This is an optimization exercise on Yosys and OpenROAD, whose aim is small area, a short achievable clock period and few clock cycles, not a production implementation.
Only simulation tests tie the RTL to the original design; equivalence was not proved.
Power and IR drop assume default switching activity.

// simproc_core
module simproc_core (
    input  wire        clk,
    input  wire        rst,           
    input  wire        has_words,     
    output wire        mem_en,
    output wire        mem_we,
    output wire [14:0] mem_addr,
    output wire [15:0] mem_wdata,
    input  wire [15:0] mem_rdata,
    output reg         halted,
    output reg         faulted,
    output reg  [2:0]  fault_cause,
    output wire [15:0] fault_value,
    output reg  [15:0] pc,
    output reg  [11:0] cycle_count,
    output wire        warn_valid,
    output wire [1:0]  warn_kind,
    output wire [15:0] warn_value,
    input  wire [2:0]  dbg_sel,
    output wire [15:0] dbg_data
);
    localparam [11:0] CYCLE_LIMIT = 12'd3000;
    localparam [2:0] F_PC    = 3'd1;
    localparam [2:0] F_LOAD  = 3'd2;
    localparam [2:0] F_STORE = 3'd3;
    localparam [2:0] F_LIMIT = 3'd5;
    localparam [2:0] S_FETCH = 3'd0;    
    localparam [2:0] S_EXEC  = 3'd1;    
    localparam [2:0] S_LOAD  = 3'd2;    
    localparam [2:0] S_MUL   = 3'd3;
    localparam [2:0] S_DIV   = 3'd4;
    reg [2:0]  state;
    reg [15:0] regs [0:7];
    reg [15:0] opx, opy, opb;    
    reg [2:0]  wrd;
    reg        mlt;              
    reg [2:0]  dcnt;
    wire running = !halted && !faulted;
    wire ex      = running && state == S_EXEC;
    wire [15:0] w     = mem_rdata;
    wire        fmt_i = w[15];
    wire [5:0]  opr   = w[14:9];
    wire [1:0]  opi   = w[14:13];
    wire [15:0] imm16 = {6'd0, w[9:0]};
    wire is_add   = !fmt_i && opr == 6'd0;
    wire is_sub   = !fmt_i && opr == 6'd1;
    wire is_mul   = !fmt_i && opr == 6'd2;
    wire is_div   = !fmt_i && opr == 6'd3;
    wire is_ceq   = !fmt_i && opr == 6'd4;
    wire is_cne   = !fmt_i && opr == 6'd5;
    wire is_load  = !fmt_i && opr == 6'd15;
    wire is_store = !fmt_i && opr == 6'd16;
    wire is_sys   = !fmt_i && opr == 6'd63;
    wire is_jmp   =  fmt_i && opi == 2'd0;
  ...
Size in the first run: ~220 flip-flops, ~140 I/O pins.
clock: 10.0 ns
lec_check: 0
abc_area: 1
cap_margin: 20
core_margin: 2
core_utilization: 40
place_density: 0.6
setup_slack_margin: 3.8
slew_margin: 20
standard.sh (not shown) runs the stock make flow with config.mk's settings and CLKGATE_MAP_FILE= SYNTH_SCRIPT=/design/flow/synth_recipe.tcl, a recipe that flattens the netlist after the stock synthesis.
==> flow/flow/run.sh <==
#!/bin/bash
# The standard layout, with two changes:
# - every port is buffered by a sky130_fd_sc_hd__buf_1 (the standard flow lets
#   the resizer pick the port buffer, and it picks a delay cell); timing
#   repair then resizes the port buffers that need it;
# - clock tree synthesis inserts no dummy loads, and clusters up to 20 sinks
#   within 100 um per leaf buffer.
set -euo pipefail
export BUFFER_PORTS_ARGS="-buffer_cell sky130_fd_sc_hd__buf_1"
export CTS_ARGS="-sink_clustering_enable -repair_clock_nets -dont_use_dummy_load -sink_clustering_size 20 -sink_clustering_max_diameter 100"
bash standard.sh > standard.log 2>&1
Testbench counts at the start, summed over its fixed seeds: cycles 245,060.
Change:
==> flow/flow/run.sh (replaced) <==
#!/bin/bash
# The standard layout, with two changes:
# - every port is buffered by a sky130_fd_sc_hd__buf_1 (the standard flow lets
#   the resizer pick the port buffer, and it picks a delay cell); timing
#   repair then resizes the port buffers that need it;
# - clock tree synthesis inserts no dummy loads.
set -euo pipefail
export BUFFER_PORTS_ARGS="-buffer_cell sky130_fd_sc_hd__buf_1"
export CTS_ARGS="-sink_clustering_enable -repair_clock_nets -dont_use_dummy_load"
bash standard.sh > standard.log 2>&1
Non-clock buffer count came out lower by 2.
Final cell count hardly moves.
Sequential power stays flat.
Cell area came out higher by 1.3%.
Clock-buffer cell count came out higher by 11.
Worst setup slack improves by 0.022 ns.
Combinational power is about the same.
Hold slack improves by 0.0073 ns.
Routed wire length came out higher by 0.34%.
Change:
==> flow/flow/run.sh (replaced) <==
#!/bin/bash
# The standard layout, with two changes:
# - every port is buffered by a sky130_fd_sc_hd__buf_1 (the standard flow lets
#   the resizer pick the port buffer, and it picks a delay cell); timing
#   repair then resizes the port buffers that need it;
# - clock tree synthesis inserts no dummy loads, and clusters up to 20 sinks
#   within 100 um per leaf buffer.
set -euo pipefail
export BUFFER_PORTS_ARGS="-buffer_cell sky130_fd_sc_hd__buf_1"
export CTS_ARGS="-sink_clustering_enable -repair_clock_nets -dont_use_dummy_load -sink_clustering_size 20 -sink_clustering_max_diameter 100"
bash standard.sh > standard.log 2>&1
CORE_UTILIZATION = 50   (was 40)
PLACE_DENSITY = 0.7   (was 0.6)
SETUP_SLACK_MARGIN = 4.0   (was 3.8)
After rerunning: Final cell count came out lower by 2.6%. Total power falls by about 6.5%. Core utilization rises by 11 points. Worst setup slack improved by 0.15 ns.

-- re-timing with driven ports --
In the flow no input, the clock included, has a driving cell. The finished layouts below were timed again as built, in two steps.
Step 1 assumes that a clkbuf_16 drives the clock port and a buf_2 every other input.
Step 2 adds t to the input delays and takes it off the output delays; t is the mean of the earliest and latest rising clock arrival at the registers after step 1. Input paths then give back, and output paths get back, about the clock's delay inside the block.
a / b / c = ideal / step 1 / step 2; a / b = the first two.
| run | t, ns | slack for setup (ns) | worst hold slack (ns) | clock arrival spread, ns | worst data-port slew with drivers (ns) |
|---|---|---|---|---|---|
| the first run | 0.576 | 3.771 / 3.729 / 3.502 | 0.501 / 0.501 / 0.501 | 0.064 / 0.064 | 0.09 |
| the second run | 0.627 | 3.794 / 3.701 / 3.380 | 0.508 / 0.508 / 0.508 | 0.040 / 0.040 | 0.10 |
| the third run | 0.572 | 3.948 / 3.917 / 3.690 | 0.501 / 0.501 / 0.501 | 0.046 / 0.046 | 0.08 |
After both steps every run listed still meets setup and hold. For the second run, which loses most, drivers alone change the setup slack by -0.093 ns; drivers and shift together by -0.414 ns.
